This is an optimization exercise on Yosys and OpenROAD, whose aim is small area, a short achievable clock period and few clock cycles, not a production implementation.
At most, simulation tests tie the RTL to the original design; equivalence was not proved.
For runs 1 to 4, only the layout was checked, not whether the RTL still works.

### design/flow/config.mk
export PLATFORM = sky130hd
export DESIGN_NAME = pcm_scaler
export DESIGN_NICKNAME = pcm_scaler
export VERILOG_FILES = /design/flow/design.v
export SDC_FILE = /design/flow/constraint.sdc
export NUM_CORES = 4
export LEC_CHECK = 0
export CAP_MARGIN = 20
export CORE_MARGIN = 2
export CORE_UTILIZATION = 40
export SLEW_MARGIN = 20
export SYNTH_HIERARCHICAL = 1
export SYNTH_MINIMUM_KEEP_SIZE = 0
### design/flow/constraint.sdc
create_clock -name core_clock -period 15.0 [get_ports {clk}]
set_input_delay 3.0000 -clock core_clock [delete_from_list [all_inputs] [get_ports {clk}]]
set_output_delay 3.0000 -clock core_clock [all_outputs]
set_load 0.01 [all_outputs]
### design/flow/design.v
module pcm_scaler (
    input  wire        clk,
    input  wire        rst,           
    input  wire        cfg_wr,
    input  wire        cfg_w16,       
    input  wire        cfg_signed,    
    input  wire        cfg_order,     
    input  wire        gain_wr,
    input  wire [31:0] gain_data,     
    output wire [16:0] gain_q,
    input  wire        in_valid,
    input  wire [7:0]  in_byte,
    output reg         in_ready,
    output reg         out_valid,
    output reg  [15:0] out_duty,
    input  wire        out_ready
);
    reg        a_w16;
    reg        a_signed;
    reg        a_order;
    reg [16:0] g;
    reg        g_max;         
    assign gain_q = g;
    always @(posedge clk) begin
        if (rst) begin
            a_w16    <= 1'b0;
            a_signed <= 1'b0;
            a_order  <= 1'b0;
            g        <= 17'h10000;
            g_max    <= 1'b1;
        end else begin
            if (cfg_wr) begin
                a_w16    <= cfg_w16;
                a_signed <= cfg_signed;
                a_order  <= cfg_order;
            end
            if (gain_wr) begin
                if (gain_data[31]) begin
                    g     <= 17'd0;
                    g_max <= 1'b0;
                end else if (|gain_data[30:17] || (gain_data[16] && |gain_data[15:0])) begin
                    g     <= 17'h10000;
                    g_max <= 1'b1;
                end else begin
                    g     <= gain_data[16:0];
                    g_max <= gain_data[16];
                end
            end
        end
    end
    reg        have_b0;
    reg [7:0]  b0;
    wire in_fire  = in_valid && in_ready;
    wire complete = in_fire && (!a_w16 || have_b0);
    wire ld_b0    = a_w16 && !have_b0;
    wire ld       = in_ready && (!a_w16 || have_b0);
    reg [6:0]  xr;            
    reg        x7p;           
    reg        x7n;           
    reg [7:0]  hi;            
    reg [15:0] gs;            
    reg        m_valid;
    reg        m_w16;
    reg        m_pass2;       
    reg        k_lo;          
    reg        k_mid;         
    wire flip = !a_signed;    
    wire do_p1, do_p2, do_8;
    always @(posedge clk) begin
        if (rst) begin
            have_b0 <= 1'b0;
        end else begin
            if (in_fire && a_w16 && !have_b0) begin
                have_b0 <= 1'b1;
            end else if (in_fire) begin
                have_b0 <= 1'b0;
            end
            if (cfg_wr)
                have_b0 <= 1'b0;
        end
        if (ld_b0)
            b0 <= in_byte;
        if (ld) begin
            m_w16 <= a_w16;
            gs <= g[15:0] | {16{g_max}};
            if (!a_w16) begin
                xr  <= in_byte[6:0];
                x7p <= 1'b0;
                x7n <= in_byte[7] ^ flip;
                k_lo  <= in_byte[7] ^ flip;
                k_mid <= 1'b0;
            end else if (a_order) begin
                xr  <= in_byte[6:0];
                x7p <= in_byte[7];
                x7n <= 1'b0;
                hi  <= {b0[7] ^ flip, b0[6:0]};
                k_lo  <= b0[7] ^ flip;
                k_mid <= b0[7] ^ flip;
            end else begin
                xr  <= b0[6:0];
                x7p <= b0[7];
                x7n <= 1'b0;
                hi  <= {in_byte[7] ^ flip, in_byte[6:0]};
                k_lo  <= in_byte[7] ^ flip;
                k_mid <= in_byte[7] ^ flip;
            end
        end else if (do_p1) begin
            xr  <= hi[6:0];
            x7p <= 1'b0;
            x7n <= hi[7];
            k_lo  <= 1'b0;
            k_mid <= 1'b0;
        end
    end
    wire [6:0]  x   = xr;
    wire [15:0] g_  = gs;
    wire [15:0] a   = {!m_pass2, {8{k_mid}}, {7{k_lo}}} | ({16{m_pass2}} & out_duty);
    wire m0 = ~(x[0] & g_[0]);
    wire m1 = ~(x[0] & g_[1]);
    wire m2 = ~(x[0] & g_[2]);
    wire m3 = ~(x[0] & g_[3]);
    wire m4 = ~(x[0] & g_[4]);
    wire m5 = ~(x[0] & g_[5]);
    wire m6 = ~(x[0] & g_[6]);
    wire m7 = ~(x[0] & g_[7]);
    wire m8 = ~(x[0] & g_[8]);
    wire m9 = ~(x[0] & g_[9]);
    wire m10 = ~(x[0] & g_[10]);
    wire m11 = ~(x[0] & g_[11]);
    wire m12 = ~(x[0] & g_[12]);
    wire m13 = ~(x[0] & g_[13]);
    wire m14 = ~(x[0] & g_[14]);
    wire m15 = ~(x[0] & g_[15]);
    wire m16 = ~(x[1] & g_[0]);
    wire m17 = ~(x[1] & g_[1]);
    wire m18 = ~(x[1] & g_[2]);
    wire m19 = ~(x[1] & g_[3]);
    wire m20 = ~(x[1] & g_[4]);
    wire m21 = ~(x[1] & g_[5]);
    wire m22 = ~(x[1] & g_[6]);
    wire m23 = ~(x[1] & g_[7]);
    wire m24 = ~(x[1] & g_[8]);
    wire m25 = ~(x[1] & g_[9]);
    wire m26 = ~(x[1] & g_[10]);
    wire m27 = ~(x[1] & g_[11]);
    wire m28 = ~(x[1] & g_[12]);
    wire m29 = ~(x[1] & g_[13]);
    wire m30 = ~(x[1] & g_[14]);
    wire m31 = ~(x[1] & g_[15]);
    wire m32 = ~(x[2] & g_[0]);
    wire m33 = ~(x[2] & g_[1]);
    wire m34 = ~(x[2] & g_[2]);
    wire m35 = ~(x[2] & g_[3]);
    wire m36 = ~(x[2] & g_[4]);
    wire m37 = ~(x[2] & g_[5]);
    wire m38 = ~(x[2] & g_[6]);
    wire m39 = ~(x[2] & g_[7]);
    wire m40 = ~(x[2] & g_[8]);
    wire m41 = ~(x[2] & g_[9]);
    wire m42 = ~(x[2] & g_[10]);
    wire m43 = ~(x[2] & g_[11]);
    wire m44 = ~(x[2] & g_[12]);
    wire m45 = ~(x[2] & g_[13]);
    wire m46 = ~(x[2] & g_[14]);
    wire m47 = ~(x[2] & g_[15]);
    wire m48 = ~(x[3] & g_[0]);
    wire m49 = ~(x[3] & g_[1]);
    wire m50 = ~(x[3] & g_[2]);
    wire m51 = ~(x[3] & g_[3]);
    wire m52 = ~(x[3] & g_[4]);
    wire m53 = ~(x[3] & g_[5]);
    wire m54 = ~(x[3] & g_[6]);
    wire m55 = ~(x[3] & g_[7]);
    wire m56 = ~(x[3] & g_[8]);
    wire m57 = ~(x[3] & g_[9]);
    wire m58 = ~(x[3] & g_[10]);
    wire m59 = ~(x[3] & g_[11]);
    wire m60 = ~(x[3] & g_[12]);
    wire m61 = ~(x[3] & g_[13]);
    wire m62 = ~(x[3] & g_[14]);
    wire m63 = ~(x[3] & g_[15]);
    wire m64 = ~(x[4] & g_[0]);
    wire m65 = ~(x[4] & g_[1]);
    wire m66 = ~(x[4] & g_[2]);
    wire m67 = ~(x[4] & g_[3]);
    wire m68 = ~(x[4] & g_[4]);
    wire m69 = ~(x[4] & g_[5]);
    wire m70 = ~(x[4] & g_[6]);
    wire m71 = ~(x[4] & g_[7]);
    wire m72 = ~(x[4] & g_[8]);
    wire m73 = ~(x[4] & g_[9]);
    wire m74 = ~(x[4] & g_[10]);
    wire m75 = ~(x[4] & g_[11]);
    wire m76 = ~(x[4] & g_[12]);
    wire m77 = ~(x[4] & g_[13]);
    wire m78 = ~(x[4] & g_[14]);
    wire m79 = ~(x[4] & g_[15]);
    wire m80 = ~(x[5] & g_[0]);
    wire m81 = ~(x[5] & g_[1]);
    wire m82 = ~(x[5] & g_[2]);
    wire m83 = ~(x[5] & g_[3]);
    wire m84 = ~(x[5] & g_[4]);
    wire m85 = ~(x[5] & g_[5]);
    wire m86 = ~(x[5] & g_[6]);
    wire m87 = ~(x[5] & g_[7]);
    wire m88 = ~(x[5] & g_[8]);
    wire m89 = ~(x[5] & g_[9]);
    wire m90 = ~(x[5] & g_[10]);
    wire m91 = ~(x[5] & g_[11]);
    wire m92 = ~(x[5] & g_[12]);
    wire m93 = ~(x[5] & g_[13]);
    wire m94 = ~(x[5] & g_[14]);
    wire m95 = ~(x[5] & g_[15]);
    wire m96 = ~(x[6] & g_[0]);
    wire m97 = ~(x[6] & g_[1]);
    wire m98 = ~(x[6] & g_[2]);
    wire m99 = ~(x[6] & g_[3]);
    wire m100 = ~(x[6] & g_[4]);
    wire m101 = ~(x[6] & g_[5]);
    wire m102 = ~(x[6] & g_[6]);
    wire m103 = ~(x[6] & g_[7]);
    wire m104 = ~(x[6] & g_[8]);
    wire m105 = ~(x[6] & g_[9]);
    wire m106 = ~(x[6] & g_[10]);
    wire m107 = ~(x[6] & g_[11]);
    wire m108 = ~(x[6] & g_[12]);
    wire m109 = ~(x[6] & g_[13]);
    wire m110 = ~(x[6] & g_[14]);
    wire m111 = ~(x[6] & g_[15]);
    wire m112 = ~((x7p & g_[0]) | (x7n & ~g_[0]));
    wire m113 = ~((x7p & g_[1]) | (x7n & ~g_[1]));
    wire m114 = ~((x7p & g_[2]) | (x7n & ~g_[2]));
    wire m115 = ~((x7p & g_[3]) | (x7n & ~g_[3]));
    wire m116 = ~((x7p & g_[4]) | (x7n & ~g_[4]));
    wire m117 = ~((x7p & g_[5]) | (x7n & ~g_[5]));
    wire m118 = ~((x7p & g_[6]) | (x7n & ~g_[6]));
    wire m119 = ~((x7p & g_[7]) | (x7n & ~g_[7]));
    wire m120 = ~((x7p & g_[8]) | (x7n & ~g_[8]));
    wire m121 = ~((x7p & g_[9]) | (x7n & ~g_[9]));
    wire m122 = ~((x7p & g_[10]) | (x7n & ~g_[10]));
    wire m123 = ~((x7p & g_[11]) | (x7n & ~g_[11]));
    wire m124 = ~((x7p & g_[12]) | (x7n & ~g_[12]));
    wire m125 = ~((x7p & g_[13]) | (x7n & ~g_[13]));
    wire m126 = ~((x7p & g_[14]) | (x7n & ~g_[14]));
    wire m127 = ~((x7p & g_[15]) | (x7n & ~g_[15]));
    wire s128, c128;
    pcm_hai u128 (.a(m5), .b(m20), .s(s128), .co(c128));
    wire s129, c129;
    pcm_fa u129 (.a(m6), .b(m21), .c(m36), .s(s129), .co(c129));
    wire s130, c130;
    pcm_hai u130 (.a(m51), .b(m66), .s(s130), .co(c130));
    wire s131, c131;
    pcm_fa u131 (.a(m7), .b(m22), .c(m37), .s(s131), .co(c131));
    wire s132, c132;
    pcm_fa u132 (.a(m52), .b(m67), .c(m82), .s(s132), .co(c132));
    wire s133, c133;
    pcm_hai u133 (.a(m97), .b(m112), .s(s133), .co(c133));
    wire s134, c134;
    pcm_fa u134 (.a(m8), .b(m23), .c(m38), .s(s134), .co(c134));
    wire s135, c135;
    pcm_fa u135 (.a(m53), .b(m68), .c(m83), .s(s135), .co(c135));
    wire s136, c136;
    pcm_fa u136 (.a(m98), .b(m113), .c(~(a[8])), .s(s136), .co(c136));
    wire s137, c137;
    pcm_fa u137 (.a(m9), .b(m24), .c(m39), .s(s137), .co(c137));
    wire s138, c138;
    pcm_fa u138 (.a(m54), .b(m69), .c(m84), .s(s138), .co(c138));
    wire s139, c139;
    pcm_fa u139 (.a(m99), .b(m114), .c(~(a[9])), .s(s139), .co(c139));
    wire s140, c140;
    pcm_fa u140 (.a(m10), .b(m25), .c(m40), .s(s140), .co(c140));
    wire s141, c141;
    pcm_fa u141 (.a(m55), .b(m70), .c(m85), .s(s141), .co(c141));
    wire s142, c142;
    pcm_fa u142 (.a(m100), .b(m115), .c(~(a[10])), .s(s142), .co(c142));
    wire s143, c143;
    pcm_fa u143 (.a(m11), .b(m26), .c(m41), .s(s143), .co(c143));
    wire s144, c144;
    pcm_fa u144 (.a(m56), .b(m71), .c(m86), .s(s144), .co(c144));
    wire s145, c145;
    pcm_fa u145 (.a(m101), .b(m116), .c(~(a[11])), .s(s145), .co(c145));
    wire s146, c146;
    pcm_fa u146 (.a(m12), .b(m27), .c(m42), .s(s146), .co(c146));
    wire s147, c147;
    pcm_fa u147 (.a(m57), .b(m72), .c(m87), .s(s147), .co(c147));
    wire s148, c148;
    pcm_fa u148 (.a(m102), .b(m117), .c(~(a[12])), .s(s148), .co(c148));
    wire s149, c149;
    pcm_fa u149 (.a(m13), .b(m28), .c(m43), .s(s149), .co(c149));
    wire s150, c150;
    pcm_fa u150 (.a(m58), .b(m73), .c(m88), .s(s150), .co(c150));
    wire s151, c151;
    pcm_fa u151 (.a(m103), .b(m118), .c(~(a[13])), .s(s151), .co(c151));
    wire s152, c152;
    pcm_fa u152 (.a(m14), .b(m29), .c(m44), .s(s152), .co(c152));
    wire s153, c153;
    pcm_fa u153 (.a(m59), .b(m74), .c(m89), .s(s153), .co(c153));
    wire s154, c154;
    pcm_fa u154 (.a(m104), .b(m119), .c(~(a[14])), .s(s154), .co(c154));
    wire s155, c155;
    pcm_fa u155 (.a(m15), .b(m30), .c(m45), .s(s155), .co(c155));
    wire s156, c156;
    pcm_fa u156 (.a(m60), .b(m75), .c(m90), .s(s156), .co(c156));
    wire s157, c157;
    pcm_fa u157 (.a(m105), .b(m120), .c(~(a[15])), .s(s157), .co(c157));
    wire s158, c158;
    pcm_fa u158 (.a(m31), .b(m46), .c(m61), .s(s158), .co(c158));
    wire s159, c159;
    pcm_fa u159 (.a(m76), .b(m91), .c(m106), .s(s159), .co(c159));
    wire s160, c160;
    pcm_fa u160 (.a(m47), .b(m62), .c(m77), .s(s160), .co(c160));
    wire s161, c161;
    pcm_hai u161 (.a(m3), .b(m18), .s(s161), .co(c161));
    wire s162, c162;
    pcm_fa u162 (.a(m4), .b(m19), .c(m34), .s(s162), .co(c162));
    wire s163, c163;
    pcm_hai u163 (.a(m49), .b(m64), .s(s163), .co(c163));
    wire s164, c164;
    pcm_fa u164 (.a(m35), .b(m50), .c(m65), .s(s164), .co(c164));
    wire s165, c165;
    pcm_fa u165 (.a(m80), .b(~(a[5])), .c(s128), .s(s165), .co(c165));
    wire s166, c166;
    pcm_fa u166 (.a(m81), .b(m96), .c(~(a[6])), .s(s166), .co(c166));
    wire s167, c167;
    pcm_fa u167 (.a(c128), .b(s129), .c(s130), .s(s167), .co(c167));
    wire s168, c168;
    pcm_fa u168 (.a(~(a[7])), .b(c129), .c(c130), .s(s168), .co(c168));
    wire s169, c169;
    pcm_fa u169 (.a(s131), .b(s132), .c(s133), .s(s169), .co(c169));
    wire s170, c170;
    pcm_fa u170 (.a(c131), .b(c132), .c(c133), .s(s170), .co(c170));
    wire s171, c171;
    pcm_fa u171 (.a(s134), .b(s135), .c(s136), .s(s171), .co(c171));
    wire s172, c172;
    pcm_fa u172 (.a(c134), .b(c135), .c(c136), .s(s172), .co(c172));
    wire s173, c173;
    pcm_fa u173 (.a(s137), .b(s138), .c(s139), .s(s173), .co(c173));
    wire s174, c174;
    pcm_fa u174 (.a(c137), .b(c138), .c(c139), .s(s174), .co(c174));
    wire s175, c175;
    pcm_fa u175 (.a(s140), .b(s141), .c(s142), .s(s175), .co(c175));
    wire s176, c176;
    pcm_fa u176 (.a(c140), .b(c141), .c(c142), .s(s176), .co(c176));
    wire s177, c177;
    pcm_fa u177 (.a(s143), .b(s144), .c(s145), .s(s177), .co(c177));
    wire s178, c178;
    pcm_fa u178 (.a(c143), .b(c144), .c(c145), .s(s178), .co(c178));
    wire s179, c179;
    pcm_fa u179 (.a(s146), .b(s147), .c(s148), .s(s179), .co(c179));
    wire s180, c180;
    pcm_fa u180 (.a(c146), .b(c147), .c(c148), .s(s180), .co(c180));
    wire s181, c181;
    pcm_fa u181 (.a(s149), .b(s150), .c(s151), .s(s181), .co(c181));
    wire s182, c182;
    pcm_fa u182 (.a(c149), .b(c150), .c(c151), .s(s182), .co(c182));
    wire s183, c183;
    pcm_fa u183 (.a(s152), .b(s153), .c(s154), .s(s183), .co(c183));
    wire s184, c184;
    pcm_fa u184 (.a(c152), .b(c153), .c(c154), .s(s184), .co(c184));
    wire s185, c185;
    pcm_fa u185 (.a(s155), .b(s156), .c(s157), .s(s185), .co(c185));
    wire s186, c186;
    pcm_fa u186 (.a(m121), .b(c155), .c(c156), .s(s186), .co(c186));
    wire s187, c187;
    pcm_fa u187 (.a(c157), .b(s158), .c(s159), .s(s187), .co(c187));
    wire s188, c188;
    pcm_fa u188 (.a(m92), .b(m107), .c(m122), .s(s188), .co(c188));
    wire s189, c189;
    pcm_fa u189 (.a(c158), .b(c159), .c(s160), .s(s189), .co(c189));
    wire s190, c190;
    pcm_fa u190 (.a(m63), .b(m78), .c(m93), .s(s190), .co(c190));
    wire s191, c191;
    pcm_fa u191 (.a(m108), .b(m123), .c(c160), .s(s191), .co(c191));
    wire s192, c192;
    pcm_fa u192 (.a(m79), .b(m94), .c(m109), .s(s192), .co(c192));
    wire s193, c193;
    pcm_hai u193 (.a(m2), .b(m17), .s(s193), .co(c193));
    wire s194, c194;
    pcm_fa u194 (.a(m33), .b(m48), .c(~(a[3])), .s(s194), .co(c194));
    wire s195, c195;
    pcm_fa u195 (.a(~(a[4])), .b(c161), .c(s162), .s(s195), .co(c195));
    wire s196, c196;
    pcm_fa u196 (.a(c162), .b(c163), .c(s164), .s(s196), .co(c196));
    wire s197, c197;
    pcm_fa u197 (.a(c164), .b(c165), .c(s166), .s(s197), .co(c197));
    wire s198, c198;
    pcm_fa u198 (.a(c166), .b(c167), .c(s168), .s(s198), .co(c198));
    wire s199, c199;
    pcm_fa u199 (.a(c168), .b(c169), .c(s170), .s(s199), .co(c199));
    wire s200, c200;
    pcm_fa u200 (.a(c170), .b(c171), .c(s172), .s(s200), .co(c200));
    wire s201, c201;
    pcm_fa u201 (.a(c172), .b(c173), .c(s174), .s(s201), .co(c201));
    wire s202, c202;
    pcm_fa u202 (.a(c174), .b(c175), .c(s176), .s(s202), .co(c202));
    wire s203, c203;
    pcm_fa u203 (.a(c176), .b(c177), .c(s178), .s(s203), .co(c203));
    wire s204, c204;
    pcm_fa u204 (.a(c178), .b(c179), .c(s180), .s(s204), .co(c204));
    wire s205, c205;
    pcm_fa u205 (.a(c180), .b(c181), .c(s182), .s(s205), .co(c205));
    wire s206, c206;
    pcm_fa u206 (.a(c182), .b(c183), .c(s184), .s(s206), .co(c206));
    wire s207, c207;
    pcm_fa u207 (.a(c184), .b(c185), .c(s186), .s(s207), .co(c207));
    wire s208, c208;
    pcm_fa u208 (.a(c186), .b(c187), .c(s188), .s(s208), .co(c208));
    wire s209, c209;
    pcm_fa u209 (.a(c188), .b(c189), .c(s190), .s(s209), .co(c209));
    wire s210, c210;
    pcm_fa u210 (.a(m124), .b(c190), .c(c191), .s(s210), .co(c210));
    wire s211, c211;
    pcm_fa u211 (.a(m95), .b(m110), .c(m125), .s(s211), .co(c211));
    wire s212, c212;
    pcm_hai u212 (.a(m1), .b(m16), .s(s212), .co(c212));
    wire s213, c213;
    pcm_fa u213 (.a(m32), .b(~(a[2])), .c(s193), .s(s213), .co(c213));
    wire s214, c214;
    pcm_fa u214 (.a(s161), .b(c193), .c(s194), .s(s214), .co(c214));
    wire s215, c215;
    pcm_fa u215 (.a(s163), .b(c194), .c(s195), .s(s215), .co(c215));
    wire s216, c216;
    pcm_fa u216 (.a(s165), .b(c195), .c(s196), .s(s216), .co(c216));
    wire s217, c217;
    pcm_fa u217 (.a(s167), .b(c196), .c(s197), .s(s217), .co(c217));
    wire s218, c218;
    pcm_fa u218 (.a(s169), .b(c197), .c(s198), .s(s218), .co(c218));
    wire s219, c219;
    pcm_fa u219 (.a(s171), .b(c198), .c(s199), .s(s219), .co(c219));
    wire s220, c220;
    pcm_fa u220 (.a(s173), .b(c199), .c(s200), .s(s220), .co(c220));
    wire s221, c221;
    pcm_fa u221 (.a(s175), .b(c200), .c(s201), .s(s221), .co(c221));
    wire s222, c222;
    pcm_fa u222 (.a(s177), .b(c201), .c(s202), .s(s222), .co(c222));
    wire s223, c223;
    pcm_fa u223 (.a(s179), .b(c202), .c(s203), .s(s223), .co(c223));
    wire s224, c224;
    pcm_fa u224 (.a(s181), .b(c203), .c(s204), .s(s224), .co(c224));
    wire s225, c225;
    pcm_fa u225 (.a(s183), .b(c204), .c(s205), .s(s225), .co(c225));
    wire s226, c226;
    pcm_fa u226 (.a(s185), .b(c205), .c(s206), .s(s226), .co(c226));
    wire s227, c227;
    pcm_fa u227 (.a(s187), .b(c206), .c(s207), .s(s227), .co(c227));
    wire s228, c228;
    pcm_fa u228 (.a(s189), .b(c207), .c(s208), .s(s228), .co(c228));
    wire s229, c229;
    pcm_fa u229 (.a(s191), .b(c208), .c(s209), .s(s229), .co(c229));
    wire s230, c230;
    pcm_fa u230 (.a(s192), .b(c209), .c(s210), .s(s230), .co(c230));
    wire s231, c231;
    pcm_fa u231 (.a(c192), .b(c210), .c(s211), .s(s231), .co(c231));
    wire s232, c232;
    pcm_fa u232 (.a(m111), .b(m126), .c(c211), .s(s232), .co(c232));
    wire [23:0] ta = {~(x7n), m127, c231, c230, c229, c228, c227, c226, c225, c224, c223, c222, c221, c220, c219, c218, c217, c216, c215, c214, c213, c212, ~(a[1]), m0};
    wire [23:0] tb = {1'b1, c232, s232, s231, s230, s229, s228, s227, s226, s225, s224, s223, s222, s221, s220, s219, s218, s217, s216, s215, s214, s213, s212, ~(a[0])};
    wire [23:0] tsum = ta + tb + 24'd1;
    wire [15:0] rh = ~tsum[23:8];
    reg        s_valid;
    reg [7:0]  s_v;
    wire pop     = out_valid && out_ready;
    wire push_ok = !s_valid || out_ready;
    wire empty_n = !s_valid && (!out_valid || out_ready);    
    assign do_p1 = m_valid && m_w16 && !m_pass2 && empty_n;
    assign do_p2 = m_valid && m_pass2;
    assign do_8  = m_valid && !m_w16 && push_ok;
    wire   m_done = do_p2 || do_8;
    wire [7:0]  v8   = {~rh[15], rh[14:8]};
    wire [15:0] mres = m_w16 ? {rh[15] ^ m_pass2, rh[14:0]} : {v8, v8};
    wire to_s = do_8 && out_valid && !pop;
    always @(posedge clk) begin
        if (rst) begin
            out_valid <= 1'b0;
            s_valid   <= 1'b0;
        end else begin
            if (!out_valid || pop)
                out_valid <= s_valid || do_8 || do_p2;
            if (s_valid && pop)
                s_valid <= do_8;
            else if (to_s)
                s_valid <= 1'b1;
        end
        if (!out_valid || pop)
            out_duty <= s_valid ? {s_v, s_v} : mres;
        if (s_valid ? pop : to_s)
            s_v <= v8;
    end
    always @(posedge clk) begin
        if (rst) begin
            m_valid <= 1'b0;
            m_pass2 <= 1'b0;
        end else begin
            if (complete) begin
                m_valid <= 1'b1;
                m_pass2 <= 1'b0;
            end else if (m_done) begin
                m_valid <= 1'b0;
                m_pass2 <= 1'b0;
            end else if (do_p1) begin
                m_pass2 <= 1'b1;
            end
        end
    end
    reg  nx_w16, nx_have_b0, nx_m_valid, nx_m_w16, nx_m_pass2, nx_s_valid;
    always @(*) begin
        nx_w16     = cfg_wr ? cfg_w16 : a_w16;
        nx_have_b0 = !cfg_wr && (in_fire ? (a_w16 && !have_b0) : have_b0);
        nx_m_valid = complete || (m_valid && !m_done);
        nx_m_w16   = ld ? a_w16 : m_w16;
        nx_m_pass2 = !complete && !m_done && (m_pass2 || do_p1);
        nx_s_valid = (s_valid && pop) ? do_8 : (s_valid || to_s);
    end
    always @(posedge clk) begin
        if (rst)
            in_ready <= 1'b1;
        else
            in_ready <= (nx_w16 && !nx_have_b0) || !nx_m_valid ||
                        (nx_m_w16 ? nx_m_pass2 : !nx_s_valid);
    end
endmodule
module pcm_fa (input wire a, input wire b, input wire c, output wire s, output wire co);
    assign s  = a ^ b ^ c;
    assign co = (a & b) | (a & c) | (b & c);
endmodule
module pcm_hai (input wire a, input wire b, output wire s, output wire co);
    assign s  = ~(a ^ b);
    assign co = a | b;
endmodule
### design/flow/flow/run.sh
#!/bin/bash
# Own layout flow: the standard ORFS flow (standard synthesis, floorplan,
# placement, CTS, routing) unchanged, except that the ports are buffered with
# the small sky130_fd_sc_hd__buf_1 instead of the delay buffer buffer_ports
# picks by default. Each run's full output goes to a log in this folder.
set -euo pipefail
export BUFFER_PORTS_ARGS="-buffer_cell sky130_fd_sc_hd__buf_1"
bash standard.sh finish > standard_flow.log 2>&1
### design/flow/standard.sh
#!/bin/bash
# synth_recipe.tcl (not shown) runs the flow's synth.tcl, then flattens the netlist and writes it again
# the make line also repeats each setting of config.mk as NAME=value (left out here)
make -C /OpenROAD-flow-scripts/flow DESIGN_CONFIG=/design/flow/config.mk WORK_HOME=/design/flow/orfs CLKGATE_MAP_FILE= SYNTH_SCRIPT=/design/flow/synth_recipe.tcl "${@:-finish}"
==> results of run 1 <==
## cells in the final DEF (no fill, tap or decap), types with 3 or more instances in the layout
| master | instances |
|---|---|
| and3_1 | 4 |
| ha_1 | 29 |
| a21oi_1 | 31 |
| nor4_1 | 7 |
| a21o_1 | 4 |
| o21a_1 | 5 |
| o21ai_0 | 23 |
| fa_1 | 98 |
| mux2_2 | 13 |
| xor2_1 | 6 |
| nor3_1 | 3 |
| nor2b_1 | 5 |
| inv_1 | 37 |
| xnor2_1 | 9 |
| mux2i_1 | 31 |
| nand3_1 | 6 |
| a22oi_1 | 16 |
| or3_1 | 3 |
| a31oi_1 | 3 |
| buf_4 | 3 |
| nand2_1 | 139 |
| clkbuf_16 | 10 |
| dfxtp_1 | 27 |
| or2_2 | 18 |
| nand2b_1 | 8 |
| edfxtp_1 | 67 |
| nand3b_1 | 3 |
| buf_1 | 82 |
| nor2_1 | 29 |
## worst reg2reg max path: cells and delay by family, from the launching register on
family | cells | cell delay (ps)
AND/OR/NAND/NOR | 2 | 420
flip-flops | 1 | 850
adder cells (fa/ha/maj) | 5 | 2290
XOR/XNOR | 1 | 230
AO/OA/AOI/OAI | 6 | 1260
## cell type report
| type | count | area, um2 | share of cell area (%) |
|---|---|---|---|
| Timing Repair Buffer | 86 | 335 | 4.03 |
| Sequential cell | 94 | 2550 | 30.6 |
| Clock buffer | 13 | 272 | 3.26 |
| Multi-Input combinational cell | 520 | 4670 | 56.1 |
| Tap cell | 234 | 293 | 3.51 |
| Clock inverter | 3 | 65.1 | 0.781 |
| Inverter | 38 | 143 | 1.71 |
## path summary, 6_finish.rpt
path                               endpoint  depth (start not counted)
worst max-delay path            out_duty[6]                         14
worst max register to register  out_duty[6]                         14
worst min register to register    out_valid                          2
worst min-delay path              out_valid                          2
## synthesized netlist by cell type, types with 16 or more instances
cell,count
edfxtp_1,67
inv_1,37
fa_1,98
ha_1,29
a22oi_1,16
nand2_1,139
mux2i_1,31
o21ai_0,23
clkbuf_1,46
or2_2,18
nor2_1,29
dfxtp_1,27
a21oi_1,31
## modules after synthesis (local to each module, per instance)
module      copies in the design  cells inside
pcm_scaler                     1           569
pcm_hai                        7             5
pcm_fa                        98             1
## kinds of logic (layout without fill, tap and decap cells)
| kind of cell | count (synthesis) | after routing | share of synthesized area [%] |
|---|---|---|---|
| buffers and inverters | 88 | 140 | 4.52 |
| XOR/XNOR | 16 | 16 | 2.03 |
| AO/OA/AOI/OAI | 102 | 102 | 9.30 |
| flip-flops | 94 | 94 | 33.7 |
| adder cells (fa/ha/maj) | 127 | 127 | 30.7 |
| multiplexers | 44 | 44 | 6.04 |
| AND/OR/NAND/NOR | 231 | 231 | 13.6 |
## routing by layer
layer  wire length, um  vias to the layer above  global-route usage [%]
li1                  -                     2467                       -
met1              7340                     2595                    23.1
met2              8520                      140                    31.1
met3               690                       42                    3.07
met4               544                        0                    7.63
met5                 0                        -                       0
## state kept, by name, summed over array words and instances, names as in the netlist, 7 cells and up
| register | count |
|---|---|
| g | 17 |
| b0 | 8 |
| out_duty | 16 |
| gs | 16 |
| xr | 7 |
| s_v | 8 |
| hi | 8 |
## stage by stage
stage / hold WS [ps] / instance area, um2
after floorplan: 484 / 7560
after global placement: 505 / 7990
after global routing: 567 / 8330
after detailed placement: 527 / 7990
final: 527 / 8330
after CTS: 537 / 8330
==> flow_metrics.py, run 1 <==
metrics = {
    "floorplanning": {
        "die_area_mm2": 0.0200,
        "die_w_um": 142,
        "std_cell_rows": 50,
        "initial_core_util_pct": 40.6,
        "die_h_um": 142,
        "io_pins": 84,
        "coreArea_mm2": 0.0186,
    },
    "setup_path": {
        "r2r-start": "xr[0]",
        "ff2ff_setup_slack_ps": 9680,
        "crit_path_top_delay_cell": "edfxtp_1",
        "max_stage_delay_ps": 850,
        "critPathMaxFanout": 16,
        "path_cells": "nand2_1 > fa_1 > fa_1 > fa_1 > fa_1 > ha_1 > and3_1 > a221oi_1 > o21a_1 > o211ai_4 > a311o_1 > a21oi_1 > xnor2_1 > o221ai_1",
        "crit_buf_inv": 0,
        "worstSetupStartpointType": "register",
        "endpoint_kind": "register",
        "critical_path_class": "reg -> reg",
        "cp-startpoint": "xr[0]",
        "cp.required_ps": 15080,
        "worstPathArrival_ps": 5400,
        "cpLargestDelayFamily": "adder cells",
        "path_common_cell": "fa_1",
    },
    "global_routing": {
        "gr-total-overflow": 0,
        "grtUsageTotal_pct": 18.2,
        "grt_pass1_wl_um": 28400,
        "grt_pass1_vias": 5627,
        "antenna_found_initial": 0,
        "grt_max_degree": 30,
    },
    "timing": {
        "slew_violations": 0,
        "finalSetupViolations": 0,
        "tightestPinTransition_ps": 860,
        "fin_crit_ps": 5320,
        "fin_skew_ps": 9.87,
        "slew_headroom_pct": 42.6,
        "worst_slack_ps": 9680,
        "setup_tns_ps": 0,
        "min_period_over_period_pct": 35.5,
        "max_freq_mhz": 188,
        "rsz0062_at_grt": "false",
        "hold_violations": 0,
    },
    "layout": {
        "finalNetCount": 925,
        "fillers": 1783,
        "final_util_pct": 44.7,
        "drive_above_1_share_pct": 7.69,
        "syn2layout_area_growth_pct": 10.1,
        "insertedDiodeCount": 0,
        "final_cells": 988,
    },
    "placed_design": {
        "pre_cts_slack_ps": 9700,
        "port_buffers": 83,
        "dp_cells": 972,
        "globalplace.congestion": 0.835,
        "hpwl_um": 13500,
    },
    "min_path": {
        "worstHoldPathType": "reg -> reg",
        "hp-start": "m_valid",
    },
    "yosys": {
        "syn_inst": 702,
        "syn_area_mm2": 0.00756,
        "ys_ff_latch": 94,
        "syn_area_per_cell_um2": 10.8,
        "synth.distinct_cells": 55,
        "async_flop_share_pct": 0,
        "synth.yosys.seq_area_share_pct": 33.7,
        "synth_edf_count": 67,
        "yosys-top-cells-area": "edfxtp_1 (27%), fa_1 (26%), dfxtp_1 (7.1%)",
        "yosysTopAreaCell": "edfxtp_1",
        "yosys_warnings": 7,
        "yosysTopAreaCellShare_pct": 26.6,
        "synthFlopType": "edfxtp_1",
    },
    "clock_tree": {
        "cts_htree_levels": 3,
        "cts_tree": "done",
        "clkTransAtPathRegs_ps": 70,
        "post-cts-setup-buffers": 0,
        "clkSinkCount": 94,
        "clockBufferDepth": 2,
        "cts_hold_buf": 0,
        "cts_made_buffers": 9,
        "clock_latency_ps": 350,
        "postCtsResizedCells": 0,
        "root_buffer": "clkbuf_16",
    },
    "route": {
        "drt-total-wl_um": 17100,
        "route.detailed.drc": 0,
        "wire_per_inst_um": 17.3,
        "first_pass_iters": 5,
        "vias_per_cell": 5.31,
        "vias": 5244,
        "drt_iter0_drc": 322,
        "ant_nets": 0,
    },
    "run": {
        "cap_violations": 0,
    },
    "status": {
        "outcome": "no timing/DRC/antenna violations",
    },
}
==> run 2: changes to the inputs <==
==> design/flow/flow/run.sh (replaced) <==
#!/bin/bash
# Own layout flow: the standard ORFS flow (standard synthesis, floorplan,
# placement, CTS, routing) with two changes: the ports are buffered with the
# small sky130_fd_sc_hd__buf_1 instead of the delay buffer buffer_ports picks
# by default, and timing repair aims at a setup slack of SETUP_SLACK_MARGIN
# at the design's clock period, so it sizes the critical paths. Each run's
# full output goes to a log in this folder.
set -euo pipefail
export BUFFER_PORTS_ARGS="-buffer_cell sky130_fd_sc_hd__buf_1"
export SETUP_SLACK_MARGIN=10.0
bash standard.sh finish > standard_flow.log 2>&1
==> run 2 against run 1 <==
  * Cell area grew 8.9%
  * Via count grew 5.3%
  * Utilization rose by 4.0 points
  * Sequential cell count is the same
  * Clock skew grew 0.53 ps
  * First-iteration DRC count grew 18%
  * Area after synthesis unchanged
  * Routed wire length increased by 5.2%
==> flow_metrics.py, run 2 <==
metrics = {
    "placed_design": {
        "dp_cells": 972,
        "port_buffers": 83,
        "globalplace.congestion": 0.835,
        "hpwl_um": 13500,
    },
    "setup_path": {
        "path_cells": "buf_4 > mux2i_4 > fa_2 > fa_1 > fa_1 > fa_1 > ha_4 > and3_1 > a221oi_2 > o21a_1 > o211ai_4 > a311o_1 > a21oi_2 > xnor2_2 > o221ai_2",
        "crit_buf_inv": 1,
        "critical_path_class": "reg -> reg",
        "critPathMaxFanout": 4,
        "cp.depth": 15,
        "cp-startpoint": "gs[7]",
        "worstSetupStartpointType": "register",
        "worstPathArrival_ps": 4950,
        "cp.required_ps": 15100,
        "endpoint_kind": "register",
        "cpLargestDelayFamily": "adder cells",
        "crit_path_top_delay_cell": "fa_1",
        "r2r_cells": 15,
        "r2r-start": "gs[7]",
        "path_common_cell": "fa_1",
        "max_stage_delay_ps": 570,
    },
    "clock_tree": {
        "root_buffer": "clkbuf_16",
        "clkTransAtPathRegs_ps": 70,
        "clockBufferDepth": 2,
        "clkSinkCount": 94,
        "cts_made_buffers": 9,
        "cts_tree": "done",
        "cts_htree_levels": 3,
        "clock_latency_ps": 350,
    },
    "min_path": {
        "min_path_cells": 2,
        "worstHoldPathType": "reg -> reg",
        "hp-start": "m_valid",
    },
    "layout": {
        "mostFrequentLayoutCell": "nand2_1",
        "fillers": 1707,
        "largest_reg_flops": 17,
        "reg_top3": "g x17, gs x16, out_duty x16",
        "insertedDiodeCount": 0,
        "max_flop_register": "g",
        "layout_common_cells": "nand2_1 (136), fa_1 (90), buf_1 (82), edfxtp_1 (67), buf_4 (53)",
        "syn2layout_area_growth_pct": 20.0,
        "drive_above_1_share_pct": 18.7,
        "finalNetCount": 983,
        "final_cells": 1046,
    },
    "timing": {
        "slew_violations": 0,
        "fin_skew_ps": 10.4,
        "max_freq_mhz": 206,
        "setup_tns_ps": 0,
        "fin_crit_ps": 4860,
        "min_period_over_period_pct": 32.4,
        "slew_headroom_pct": 42.5,
        "rsz0062_at_grt": "false",
        "hold_violations": 0,
        "finalSetupViolations": 0,
        "tightestPinTransition_ps": 862,
    },
    "yosys": {
        "syn_area_mm2": 0.00756,
        "yosysMostFrequentCell": "nand2_1",
        "ys_ff_latch": 94,
        "syn_area_per_cell_um2": 10.8,
        "yosysTopAreaCell": "edfxtp_1",
        "async_flop_share_pct": 0,
        "yosys-top-cells-area": "edfxtp_1 (27%), fa_1 (26%), dfxtp_1 (7.1%)",
        "synth.yosys.seq_area_share_pct": 33.7,
        "synth.distinct_cells": 55,
        "synth_edf_count": 67,
        "synth.top_cells.by_count": "nand2_1 (139), fa_1 (98), edfxtp_1 (67)",
        "syn_inst": 702,
        "synthFlopType": "edfxtp_1",
        "yosys_warnings": 7,
        "yosysTopAreaCellShare_pct": 26.6,
    },
    "global_routing": {
        "gr-total-overflow": 0,
        "grtUsageTotal_pct": 18.6,
        "grt_pass1_vias": 5725,
        "antenna_found_initial": 0,
        "grt_pass1_wl_um": 29000,
        "grt_max_degree": 30,
    },
    "route": {
        "wire_per_inst_um": 17.2,
        "route.detailed.drc": 0,
        "ant_nets": 0,
        "drt-total-wl_um": 18000,
        "vias_per_cell": 5.28,
        "drt_iter0_drc": 380,
        "vias": 5521,
        "first_pass_iters": 6,
    },
    "floorplanning": {
        "std_cell_rows": 50,
        "io_pins": 84,
        "coreArea_mm2": 0.0186,
        "die_area_mm2": 0.0200,
        "die_w_um": 142,
        "initial_core_util_pct": 40.6,
        "die_h_um": 142,
    },
    "status": {
        "outcome": "no timing/DRC/antenna violations",
    },
    "run": {
        "cap_violations": 0,
    },
}
run 2: cell counts after synthesis:
No cell type changed its count.
run 2: tightest hold or removal path, delay by kind of cell, from the launching register on:
kind | cells | cell delay (ps)
flip-flops | 1 | 340
AND/OR/NAND/NOR | 1 | 80
AO/OA/AOI/OAI | 1 | 60
run 2: layout make-up:
| class | instances | area (um2) | share of cell area (%) |
|---|---|---|---|
| Clock buffer | 13 | 272 | 2.99 |
| Clock inverter | 3 | 65.1 | 0.717 |
| Inverter | 38 | 143 | 1.57 |
| Multi-Input combinational cell | 520 | 4880 | 53.7 |
| Sequential cell | 94 | 2560 | 28.2 |
| Tap cell | 234 | 293 | 3.23 |
| Timing Repair Buffer | 144 | 871 | 9.60 |
run 2: cell families after synthesis:
| kind of cell | share of synthesized area (%) |
|---|---|
| AND/OR/NAND/NOR | 13.6 |
| adder cells (fa/ha/maj) | 30.7 |
| AO/OA/AOI/OAI | 9.30 |
| flip-flops | 33.7 |
| buffers and inverters | 4.52 |
| multiplexers | 6.04 |
| XOR/XNOR | 2.03 |
run 2: what timing repair did:
action,4_1_cts,5_1_grt
gates cloned,0,0
pin swaps,0,13
gates resized for setup,1,42
buffers inserted,25,33
hold buffers,0,0
setup endpoints to repair,17,15
run 2: metal layers:
layer | up-vias | track usage, % | wire [um]
met2 | 159 | 31.5 | 8990
met3 | 54 | 3.04 | 761
met5 | - | 0 | 0
li1 | 2585 | - | -
met1 | 2723 | 23.4 | 7540
met4 | 0 | 8.79 | 697
run 2: worst paths after layout:
check	endpoint	slack [ps]
setup / recovery	out_duty[6]	10140
hold reg to reg	out_valid	530
setup reg to reg	out_duty[6]	10140
hold / removal	out_valid	530
run 2: Yosys stat by module (local to each module, per instance):
module | cells inside | flops+latches | times used
pcm_fa | 1 | 0 | 98
pcm_scaler | 569 | 94 | 1
pcm_hai | 5 | 0 | 7
run 2: stage by stage:
| stage | area, um2 | setup WS [ps] | hold slack, ps | util (%) |
|---|---|---|---|---|
| global route | 9070 | 9950 | 567 | 48.7 |
| detailed placement | 7990 | 9700 | 527 | 42.9 |
| CTS | 8610 | 10020 | 537 | 46.2 |
| floorplan | 7560 | 10110 | 484 | - |
| finish | 9070 | 10140 | 527 | 48.7 |
| global placement | 7990 | 9710 | 505 | 42.9 |
==> run 3: changes to the inputs <==
--- a/design/flow/config.mk
+++ b/design/flow/config.mk
@@ -8,6 +8,8 @@
 export CAP_MARGIN = 20
 export CORE_MARGIN = 2
 export CORE_UTILIZATION = 40
+export CTS_BUF_LIST = sky130_fd_sc_hd__clkbuf_8
+export CTS_CLUSTER_SIZE = 24
 export SLEW_MARGIN = 20
 export SYNTH_HIERARCHICAL = 1
 export SYNTH_MINIMUM_KEEP_SIZE = 0
==> run 3 against run 2 <==
  * Hold slack better by 3.8 ps
  * Maximum frequency shrank 0.67%
  * Largest cell class unchanged
==> flow_metrics.py, run 3 <==
metrics = {
    "layout": {
        "final_cells": 1045,
        "reg_top3": "g x17, gs x16, out_duty x16",
        "insertedDiodeCount": 0,
        "syn2layout_area_growth_pct": 18.7,
        "final_util_pct": 48.2,
        "largest_reg_flops": 17,
        "finalNetCount": 982,
        "fillers": 1710,
        "mostFrequentLayoutCell": "nand2_1",
        "drive_above_1_share_pct": 19.1,
        "layout_common_cells": "nand2_1 (134), fa_1 (89), buf_1 (82), edfxtp_1 (67), buf_4 (53)",
        "max_flop_register": "g",
    },
    "floorplanning": {
        "die_h_um": 142,
        "die_w_um": 142,
        "io_pins": 84,
        "initial_core_util_pct": 40.6,
        "die_area_mm2": 0.0200,
        "std_cell_rows": 50,
        "coreArea_mm2": 0.0186,
    },
    "yosys": {
        "syn_inst": 702,
        "synth.top_cells.by_count": "nand2_1 (139), fa_1 (98), edfxtp_1 (67)",
        "async_flop_share_pct": 0,
        "ys_ff_latch": 94,
        "synth.distinct_cells": 55,
        "yosys_warnings": 7,
        "yosysTopAreaCellShare_pct": 26.6,
        "yosysTopAreaCell": "edfxtp_1",
        "yosysMostFrequentCell": "nand2_1",
        "synth.yosys.seq_area_share_pct": 33.7,
        "syn_area_per_cell_um2": 10.8,
        "yosys-top-cells-area": "edfxtp_1 (27%), fa_1 (26%), dfxtp_1 (7.1%)",
        "synth_edf_count": 67,
        "syn_area_mm2": 0.00756,
        "synthFlopType": "edfxtp_1",
    },
    "status": {
        "outcome": "no timing/DRC/antenna violations",
    },
    "setup_path": {
        "endpoint_kind": "register",
        "r2r_cells": 15,
        "max_stage_delay_ps": 570,
        "path_cells": "buf_4 > a21oi_1 > fa_2 > fa_2 > fa_1 > fa_1 > ha_4 > and3_1 > a221oi_2 > o21a_1 > o211ai_4 > a311o_1 > a21oi_2 > xnor2_2 > o221ai_2",
        "cpLargestDelayFamily": "adder cells",
        "worstPathArrival_ps": 5020,
        "crit_path_top_delay_cell": "fa_1",
        "r2r-start": "k_mid",
        "critPathMaxFanout": 8,
        "crit-reg2reg-capture": "out_duty[6]",
        "critical_path_class": "reg -> reg",
        "ff2ff_setup_slack_ps": 10110,
        "crit_buf_inv": 1,
        "worstSetupStartpointType": "register",
        "cp.required_ps": 15130,
    },
    "timing": {
        "finalSetupViolations": 0,
        "max_freq_mhz": 205,
        "fin_skew_ps": 16.1,
        "rsz0062_at_grt": "false",
        "setup_tns_ps": 0,
        "worst_slack_ps": 10110,
        "hold_violations": 0,
        "slew_violations": 0,
        "min_period_over_period_pct": 32.6,
        "tightestPinTransition_ps": 857,
        "slew_headroom_pct": 42.8,
        "fin_crit_ps": 4890,
    },
    "global_routing": {
        "gr-total-overflow": 0,
        "grt_pass1_wl_um": 29000,
        "grt_pass1_vias": 5749,
        "grtUsageTotal_pct": 18.5,
        "antenna_found_initial": 0,
        "grt_max_degree": 30,
    },
    "route": {
        "first_pass_iters": 5,
        "drt_iter0_drc": 365,
        "drt-total-wl_um": 18000,
        "vias_per_cell": 5.28,
        "vias": 5521,
        "wire_per_inst_um": 17.2,
        "route.detailed.drc": 0,
        "ant_nets": 0,
    },
    "clock_tree": {
        "clkTransAtPathRegs_ps": 100,
        "root_buffer": "clkbuf_8",
        "cts_hold_buf": 0,
        "clock_latency_ps": 380,
        "cts_htree_levels": 3,
        "cts_tree": "done",
        "clkSinkCount": 94,
        "clockBufferDepth": 2,
        "cts_made_buffers": 9,
    },
    "placed_design": {
        "pre_cts_slack_ps": 9700,
        "port_buffers": 83,
        "hpwl_um": 13500,
        "globalplace.congestion": 0.835,
        "dp_cells": 972,
    },
    "min_path": {
        "min_path_cells": 2,
        "hp-start": "m_valid",
        "hold_end": "out_valid",
        "worstHoldPathType": "reg -> reg",
    },
    "run": {
        "cap_violations": 0,
    },
}
==> run 3: what timing repair did <==
action                                  4_1_cts  5_1_grt
pin swaps                                     0       13
endpoints found under the setup margin       17       15
resized for setup                             1       47
hold endpoints to repair                      0        0
buffers inserted                             25       32
==> run 3: cell type report <==
class	count	area, um2	area share (%)
clock buffer	10	138	1.53
multi-input combinational	520	4900	54.5
sequential	94	2560	28.5
timing repair buffer	143	851	9.48
inverter	38	143	1.59
tap	234	293	3.26
clock inverter	6	103	1.14
==> run 3: through the flow <==
step	hold WS, ps	instance area [um2]
after floorplan	484	7560
after CTS	541	8510
after detailed placement	527	7990
after global routing	573	8980
after global placement	505	7990
final	531	8980
==> run 3: layer usage <==
layer,track usage [%],up-vias,routed length (um)
met3,2.53,52,754
met2,31.5,172,8950
met4,9.16,0,726
li1,-,2582,-
met1,23.3,2715,7550
met5,0,-,0
==> run 3: logic make-up after synthesis <==
| kind of cell | after synthesis | synth area share, % |
|---|---|---|
| DFF | 94 | 33.7 |
| buffers and inverters | 88 | 4.52 |
| adders and majority gates | 127 | 30.7 |
| muxes | 44 | 6.04 |
| AOI/OAI and AO/OA | 102 | 9.30 |
| xor gates and xnor gates | 16 | 2.03 |
| and+or+nand+nor | 231 | 13.6 |
==> run 3: worst reg2reg max path, cell delays in order (launching register included) <==
cell and delay [ps]:
edfxtp_1 360, buf_4 180, a21oi_1 280, fa_2 530, fa_2 350, fa_1 480
fa_1 570, ha_4 220, and3_1 170, a221oi_2 220, o21a_1 200, o211ai_4 110
a311o_1 410, a21oi_2 210, xnor2_2 190, o221ai_2 140
==> run 3: per-module statistics from Yosys (local to each module, per instance) <==
module / cell area (um2) / cells inside / flip-flops and latches / copies in the design
pcm_fa: 20.0 / 1 / 0 / 98
pcm_hai: 27.5 / 5 / 0 / 7
pcm_scaler: 5410 / 569 / 94 / 1
==> run 3: worst max-delay path by stage <==
stage                     start           to  slack (ps)  cells after the start
after floorplan             x7n  out_duty[6]       10110                     16
after global placement    xr[0]  out_duty[6]        9710                     14
after detailed placement  xr[0]  out_duty[6]        9700                     14
after CTS                 k_mid  out_duty[6]       10030                     14
after global routing      gs[7]  out_duty[6]        9930                     15
final                     k_mid  out_duty[6]       10110                     15
==> run 4: changes to the inputs <==
--- a/design/flow/flow/run.sh
+++ b/design/flow/flow/run.sh
@@ -7,5 +7,5 @@
 # full output goes to a log in this folder.
 set -euo pipefail
 export BUFFER_PORTS_ARGS="-buffer_cell sky130_fd_sc_hd__buf_1"
-export SETUP_SLACK_MARGIN=10.0
+export SETUP_SLACK_MARGIN=10.3
 bash standard.sh finish > standard_flow.log 2>&1
--- a/design/flow/config.mk
+++ b/design/flow/config.mk
@@ -8,8 +8,6 @@
 export CAP_MARGIN = 20
 export CORE_MARGIN = 2
 export CORE_UTILIZATION = 40
-export CTS_BUF_LIST = sky130_fd_sc_hd__clkbuf_8
-export CTS_CLUSTER_SIZE = 24
 export SLEW_MARGIN = 20
 export SYNTH_HIERARCHICAL = 1
 export SYNTH_MINIMUM_KEEP_SIZE = 0
==> run 4 against run 3 <==
  * Non-clock buffer count increased by 2
  * Cell area increased by 2.2%
  * Hold slack got worse by 2.5 ps
  * Final cell count is 0.19% higher
  * Setup slack gained 160 ps
  * Synthesized cell count stayed put
==> flow_metrics.py, run 4 <==
metrics = {
    "timing": {
        "fin_skew_ps": 11.0,
        "slew_headroom_pct": 37.8,
        "finalSetupViolations": 0,
        "holdWs_ps": 529,
        "min_period_over_period_pct": 31.5,
        "setup_tns_ps": 0,
        "slew_violations": 0,
        "max_freq_mhz": 212,
        "rsz0062_at_grt": "true",
        "tightestPinTransition_ps": 932,
        "fin_crit_ps": 4730,
        "hold_violations": 0,
    },
    "layout": {
        "syn2layout_area_growth_pct": 21.3,
        "finalNetCount": 984,
        "final_cell_area_mm2": 0.00917,
        "drive_above_1_share_pct": 21.4,
        "reg_top3": "g x17, gs x16, out_duty x16",
        "insertedDiodeCount": 0,
        "max_flop_register": "g",
        "layout_common_cells": "nand2_1 (138), buf_1 (83), fa_1 (77), edfxtp_1 (67), buf_4 (48)",
        "mostFrequentLayoutCell": "nand2_1",
        "largest_reg_flops": 17,
    },
    "setup_path": {
        "critPathMaxFanout": 12,
        "path_cells": "buf_12 > mux2i_4 > fa_2 > fa_2 > fa_1 > fa_1 > ha_4 > a21o_1 > a221oi_2 > o21a_1 > o211ai_4 > a311o_1 > a21oi_2 > xnor2_2 > o221ai_1",
        "worstPathArrival_ps": 4810,
        "r2r-start": "x7n",
        "crit-reg2reg-capture": "out_duty[6]",
        "worstSetupStartpointType": "register",
        "cp.required_ps": 15090,
        "critical_path_class": "reg -> reg",
        "endpoint_kind": "register",
        "crit_path_top_delay_cell": "fa_1",
        "r2r_cells": 15,
        "max_stage_delay_ps": 540,
        "ff2ff_setup_slack_ps": 10270,
    },
    "floorplanning": {
        "coreArea_mm2": 0.0186,
        "io_pins": 84,
        "die_w_um": 142,
        "die_h_um": 142,
        "std_cell_rows": 50,
        "initial_core_util_pct": 40.6,
        "die_area_mm2": 0.0200,
    },
    "route": {
        "highest_layer": "met4",
        "dr_wl_met3_um": 662,
        "route.detailed.drc": 0,
        "vias_per_cell": 5.24,
        "wire_per_inst_um": 17.5,
        "wl_met1_um": 7830,
        "drt_iter0_drc": 278,
        "vias": 5488,
        "first_pass_iters": 4,
        "wl_met2_um": 9400,
        "ant_nets": 0,
        "drt-total-wl_um": 18300,
    },
    "placed_design": {
        "hpwl_um": 13400,
        "port_buffers": 83,
        "globalplace.congestion": 0.877,
        "placed_area_mm2": 0.00803,
    },
    "global_routing": {
        "antenna_found_initial": 0,
        "grt_max_degree": 30,
        "gr-total-overflow": 0,
        "grt_pass1_vias": 6014,
        "grt_pass1_wl_um": 30200,
        "grtUsageTotal_pct": 19.2,
    },
    "run": {
        "cap_violations": 0,
    },
    "clock_tree": {
        "root_buffer": "clkbuf_16",
        "cts_hold_buf": 0,
        "clockBufferDepth": 2,
        "cts_made_buffers": 9,
        "cts_htree_levels": 3,
        "clock_latency_ps": 350,
        "clkSinkCount": 94,
        "clkTransAtPathRegs_ps": 70,
        "cts_tree": "done",
    },
    "yosys": {
        "synthFlopType": "edfxtp_1",
        "synth.yosys.seq_area_share_pct": 33.7,
        "syn_inst": 702,
        "async_flop_share_pct": 0,
        "synth.top_cells.by_count": "nand2_1 (139), fa_1 (98), edfxtp_1 (67)",
        "yosysTopAreaCellShare_pct": 26.6,
        "yosys-top-cells-area": "edfxtp_1 (27%), fa_1 (26%), dfxtp_1 (7.1%)",
        "synth_edf_count": 67,
        "ys_ff_latch": 94,
        "syn_area_mm2": 0.00756,
        "yosysTopAreaCell": "edfxtp_1",
        "synth.distinct_cells": 55,
        "syn_area_per_cell_um2": 10.8,
        "yosysMostFrequentCell": "nand2_1",
        "yosys_warnings": 7,
    },
    "min_path": {
        "worstHoldPathType": "reg -> reg",
        "min_path_cells": 2,
        "hp-start": "m_valid",
        "hold_end": "out_valid",
    },
    "status": {
        "outcome": "no timing/DRC/antenna violations",
    },
}
-- run 4: how the worst max path moves through the flow --
stage	start	to	depth (start not counted)	slack, ps
floorplan	x7n	out_duty[6]	16	10320
global placement	xr[0]	out_duty[14]	14	9850
detailed placement	xr[0]	out_duty[5]	14	9760
CTS	gs[6]	out_duty[6]	14	10180
global route	xr[0]	out_duty[6]	16	10100
finish	x7n	out_duty[6]	15	10270
-- run 4: layer usage --
layer | up-vias | global-route usage, %
met5 | - | 0
met4 | 0 | 6.68
met3 | 28 | 3.00
met2 | 135 | 34.7
met1 | 2736 | 23.4
li1 | 2589 | -
-- run 4: cell type report --
class                      count  area (um2)
fill                        1727        9470
multi-input combinational    520        4980
sequential                    94        2560
timing repair buffer         145         926
tap                          234         293
clock buffer                   9         225
inverter                      38         143
clock inverter                 7        53.8
-- run 4: what timing repair did --
action,CTS,global route
buffers inserted,51,6
gates cloned,0,1
pin swaps,14,25
setup endpoints to repair,23,23
resized for setup,30,37
-- run 4: worst max-delay path, delay by kind of cell (launching register included) --
kind	cells	cell delay, ps
XOR/XNOR	1	150
flip-flops	1	420
adder cells (fa/ha/maj)	5	2140
multiplexers	1	150
buffers and inverters	1	180
AO/OA/AOI/OAI	7	1390
-- run 4: modules after synthesis, one instance, submodules excluded --
module	cell area, um2	flip-flops and latches
pcm_scaler	5410	94
pcm_hai	27.5	0
pcm_fa	20.0	0
-- run 4: through the flow --
stage	util, %	worst slack, ps	cells
after floorplan	-	10320	702
after global placement	43.1	9850	973
after detailed placement	43.1	9760	973
after CTS	48.0	10180	1040
after global routing	49.2	10100	1047
final	49.2	10270	1047
-- run 4: kinds of logic after synthesis --
family | after synthesis | share of synthesized area [%]
and+or+nand+nor | 231 | 13.6
adders and majority gates | 127 | 30.7
AOI/OAI and AO/OA | 102 | 9.30
DFF | 94 | 33.7
buffers and inverters | 88 | 4.52
muxes | 44 | 6.04
xor gates and xnor gates | 16 | 2.03
==> run 5: changes to the inputs <==
--- a/design/flow/design.v
+++ b/design/flow/design.v
@@ -244,17 +244,17 @@
     wire m126 = ~((x7p & g_[14]) | (x7n & ~g_[14]));
     wire m127 = ~((x7p & g_[15]) | (x7n & ~g_[15]));
     wire s128, c128;
-    pcm_hai u128 (.a(m5), .b(m20), .s(s128), .co(c128));
+    pcm_fa u128 (.a(m5), .b(m20), .c(1'b1), .s(s128), .co(c128));
     wire s129, c129;
     pcm_fa u129 (.a(m6), .b(m21), .c(m36), .s(s129), .co(c129));
     wire s130, c130;
-    pcm_hai u130 (.a(m51), .b(m66), .s(s130), .co(c130));
+    pcm_fa u130 (.a(m51), .b(m66), .c(1'b1), .s(s130), .co(c130));
     wire s131, c131;
     pcm_fa u131 (.a(m7), .b(m22), .c(m37), .s(s131), .co(c131));
     wire s132, c132;
     pcm_fa u132 (.a(m52), .b(m67), .c(m82), .s(s132), .co(c132));
     wire s133, c133;
-    pcm_hai u133 (.a(m97), .b(m112), .s(s133), .co(c133));
+    pcm_fa u133 (.a(m97), .b(m112), .c(1'b1), .s(s133), .co(c133));
     wire s134, c134;
     pcm_fa u134 (.a(m8), .b(m23), .c(m38), .s(s134), .co(c134));
     wire s135, c135;
@@ -310,11 +310,11 @@
     wire s160, c160;
     pcm_fa u160 (.a(m47), .b(m62), .c(m77), .s(s160), .co(c160));
     wire s161, c161;
-    pcm_hai u161 (.a(m3), .b(m18), .s(s161), .co(c161));
+    pcm_fa u161 (.a(m3), .b(m18), .c(1'b1), .s(s161), .co(c161));
     wire s162, c162;
     pcm_fa u162 (.a(m4), .b(m19), .c(m34), .s(s162), .co(c162));
     wire s163, c163;
-    pcm_hai u163 (.a(m49), .b(m64), .s(s163), .co(c163));
+    pcm_fa u163 (.a(m49), .b(m64), .c(1'b1), .s(s163), .co(c163));
     wire s164, c164;
     pcm_fa u164 (.a(m35), .b(m50), .c(m65), .s(s164), .co(c164));
     wire s165, c165;
@@ -374,7 +374,7 @@
     wire s192, c192;
     pcm_fa u192 (.a(m79), .b(m94), .c(m109), .s(s192), .co(c192));
     wire s193, c193;
-    pcm_hai u193 (.a(m2), .b(m17), .s(s193), .co(c193));
+    pcm_fa u193 (.a(m2), .b(m17), .c(1'b1), .s(s193), .co(c193));
     wire s194, c194;
     pcm_fa u194 (.a(m33), .b(m48), .c(~(a[3])), .s(s194), .co(c194));
     wire s195, c195;
@@ -412,7 +412,7 @@
     wire s211, c211;
     pcm_fa u211 (.a(m95), .b(m110), .c(m125), .s(s211), .co(c211));
     wire s212, c212;
-    pcm_hai u212 (.a(m1), .b(m16), .s(s212), .co(c212));
+    pcm_fa u212 (.a(m1), .b(m16), .c(1'b1), .s(s212), .co(c212));
     wire s213, c213;
     pcm_fa u213 (.a(m32), .b(~(a[2])), .c(s193), .s(s213), .co(c213));
     wire s214, c214;
@@ -523,7 +523,3 @@
     assign s  = a ^ b ^ c;
     assign co = (a & b) | (a & c) | (b & c);
 endmodule
-module pcm_hai (input wire a, input wire b, output wire s, output wire co);
-    assign s  = ~(a ^ b);
-    assign co = a | b;
-endmodule
==> design/flow/flow/run.sh (replaced) <==
#!/bin/bash
# Own layout flow: the standard ORFS flow (standard synthesis, floorplan,
# placement, CTS, routing) unchanged, except that the ports are buffered with
# the small sky130_fd_sc_hd__buf_1 instead of the delay buffer buffer_ports
# picks by default. Each run's full output goes to a log in this folder.
set -euo pipefail
export BUFFER_PORTS_ARGS="-buffer_cell sky130_fd_sc_hd__buf_1"
bash standard.sh finish > standard_flow.log 2>&1
--- a/design/flow/config.mk
+++ b/design/flow/config.mk
@@ -7,7 +7,10 @@
 export LEC_CHECK = 0
 export CAP_MARGIN = 20
 export CORE_MARGIN = 2
-export CORE_UTILIZATION = 40
+export CORE_UTILIZATION = 60
+export CTS_BUF_LIST = sky130_fd_sc_hd__clkbuf_8
+export CTS_CLUSTER_SIZE = 24
+export GPL_TIMING_DRIVEN = 1
 export SLEW_MARGIN = 20
 export SYNTH_HIERARCHICAL = 1
 export SYNTH_MINIMUM_KEEP_SIZE = 0
==> run 5 against run 4 <==
  * Clock skew is 1.8 ps higher
  * Largest cell class unchanged
  * Sequential share of layout area is 3.8 points higher
  * Count of clock-buffer cells in the layout is 1 higher
  * Non-clock buffer count is 59 lower
  * Sequential cell count stayed put
  * Cell area is 12% lower
  * Die area is 33% lower
  * Still clean on timing, DRC and antenna
  * Routed wire length is 3.8% lower
  * Utilization is 17 points higher
==> flow_metrics.py, run 5 <==
metrics = {
    "clock_tree": {
        "cts_hold_buf": 0,
        "cts_tree": "done",
        "clock_latency_ps": 380,
        "root_buffer": "clkbuf_8",
        "cts_htree_levels": 3,
        "clkTransAtPathRegs_ps": 90,
        "clockBufferDepth": 2,
        "post-cts-setup-buffers": 0,
        "clkSinkCount": 94,
        "postCtsResizedCells": 0,
    },
    "yosys": {
        "yosys_warnings": 7,
        "async_flop_share_pct": 0,
        "synth.distinct_cells": 56,
        "yosysMostFrequentCell": "nand2_1",
        "synth.top_cells.by_count": "nand2_1 (139), fa_1 (105), edfxtp_1 (67)",
        "synth_edf_count": 67,
        "synth.yosys.seq_area_share_pct": 34.0,
        "synthFlopType": "edfxtp_1",
        "syn_area_per_cell_um2": 11.1,
        "syn_inst": 675,
        "syn_area_mm2": 0.00752,
        "yosysTopAreaCell": "fa_1",
    },
    "placed_design": {
        "port_buffers": 83,
        "dp_cells": 885,
        "hpwl_um": 13800,
    },
    "setup_path": {
        "r2r-start": "m_pass2",
        "endpoint_kind": "register",
        "cp-startpoint": "m_pass2",
        "worstSetupStartpointType": "register",
        "critical_path_class": "reg -> reg",
        "critPathMaxFanout": 20,
        "ff2ff_setup_slack_ps": 9520,
        "worstPathArrival_ps": 5600,
    },
    "floorplanning": {
        "coreArea_mm2": 0.0121,
        "io_pins": 84,
        "die_area_mm2": 0.0134,
        "initial_core_util_pct": 62.1,
        "die_w_um": 116,
        "die_h_um": 116,
    },
    "timing": {
        "slew_violations": 0,
        "fin_crit_ps": 5480,
        "hold_violations": 0,
        "fin_skew_ps": 12.8,
        "setup_tns_ps": 0,
        "slew_headroom_pct": 31.7,
        "tightestPinTransition_ps": 1030,
        "finalSetupViolations": 0,
        "rsz0062_at_grt": "false",
        "max_freq_mhz": 183,
        "min_period_over_period_pct": 36.5,
    },
    "layout": {
        "layout_common_cells": "nand2_1 (139), fa_1 (105), buf_1 (83), edfxtp_1 (67)",
        "reg_top3": "g x17, gs x16, out_duty x16",
        "largest_reg_flops": 17,
        "syn2layout_area_growth_pct": 7.22,
        "mostFrequentLayoutCell": "nand2_1",
        "finalNetCount": 904,
        "final_cells": 901,
        "insertedDiodeCount": 0,
        "drive_above_1_share_pct": 8.05,
    },
    "global_routing": {
        "grt_max_degree": 30,
        "antenna_found_initial": 0,
        "grt_pass1_vias": 5579,
    },
    "route": {
        "vias": 5263,
        "drt-total-wl_um": 17600,
        "wire_per_inst_um": 19.5,
        "vias_per_cell": 5.84,
    },
    "min_path": {
        "worstHoldPathType": "reg -> reg",
        "hp-start": "hi[5]",
    },
    "status": {
        "outcome": "no timing/DRC/antenna violations",
    },
}
==> run 5: cell types whose count changed in the layout (fill, tap and decap cells not counted), moves of 6 or more <==
cell	delta
clkbuf_16	-10
mux2i_1	+7
buf_12	-9
conb_1	+7
mux2i_2	-6
fa_2	-21
a21oi_1	+6
fa_1	+28
clkbuf_8	+10
buf_4	-45
ha_4	-9
inv_1	-27
==> run 5: critical path, cell delays in order (launching register included) <==
cell and delay, ps:
dfxtp_1 930, a21oi_1 200, fa_1 500, fa_1 420
fa_1 560, fa_1 420, ha_1 400, a21o_1 210
a221oi_1 320, o21a_1 240, o211ai_4 120, a311o_1 320
a21oi_1 180, xnor2_1 210, o221ai_1 170
==> run 5: path summary, 6_finish.rpt <==
| path | cells after the start | endpoint |
|---|---|---|
| max | 14 | out_duty[6] |
| min | 2 | xr[5] |
| max reg2reg | 14 | out_duty[6] |
| min reg2reg | 2 | xr[5] |
==> run 5: cells by family after synthesis <==
kind of cell,synth area share (%)
AND/OR/NAND/NOR,13.7
adder cells (fa/ha/maj),31.6
AO/OA/AOI/OAI,9.36
flip-flops,34.0
buffers and inverters,3.15
multiplexers,6.08
XOR/XNOR,2.05
other,0.0499
==> run 5: stage by stage <==
stage / hold slack, ps / instance area [um2] / setup WS, ps
detailed placement: 516 / 7880 / 9600
global placement: 504 / 7880 / 9730
CTS: 528 / 8060 / 9590
floorplan: 484 / 7540 / 10110
finish: 525 / 8060 / 9520
global route: 551 / 8060 / 9280
==> run 5: modules after synthesis, one instance, submodules excluded <==
module | cells | times used
pcm_scaler | 570 | 1
pcm_fa | 1 | 105
==> run 5: final cells by class <==
class / instances / area (um2)
fillers: 988 / 4050
inverters: 10 / 37.5
clock buffers: 10 / 138
multi-input cells: 527 / 4750
flip-flops and latches: 94 / 2550
well taps: 168 / 210
repair buffers: 86 / 334
clock inverters: 6 / 37.5
==> run 5: metal layers <==
metal / share of wire, % / GRT usage [%] / vias to the layer above
met5: 0 / 0 / -
met4: 3.6 / 13.3 / 0
met3: 5.9 / 4.71 / 44
met2: 49 / 47.2 / 184
met1: 42 / 38.4 / 2621
li1: - / - / 2414
Testbench counts of run 5, summed over its fixed seeds: cycles 22,711.

## what the ideal ports hide
In the flow no input, the clock included, has a driving cell. The finished layouts below were timed again as built, in two steps. Step 1: set_driving_cell puts a clkbuf_16 on clk and a buf_2 on each other input, an assumption about the parent block. Step 2, shift: input delay + t, output delay - t, t = (earliest + latest rising clock arrival at the registers) / 2. This alone moves slack from input paths to output paths. a / b / c = no drivers / after step 1 / after step 2; a / b = the first two.
run	t, ns	setup WS [ns]	clock arrival spread, ns	worst data-port slew with drivers (ns)	pins driven straight from the clock port
run 1	0.384	9.679 / 9.679 / 9.679	0.010 / 0.010	0.04	1
run 2	0.387	10.145 / 10.145 / 10.145	0.010 / 0.010	0.04	1
run 3	0.406	10.112 / 10.112 / 10.112	0.016 / 0.016	0.04	1
run 4	0.386	10.272 / 10.272 / 10.260	0.011 / 0.011	0.03	1
run 5	0.415	9.522 / 9.522 / 9.522	0.012 / 0.013	0.04	1
After both steps setup and hold are still met in every run listed. The setup slack of run 4, which loses most, moves by 0.000 ns with the drivers and by -0.012 ns with both steps.
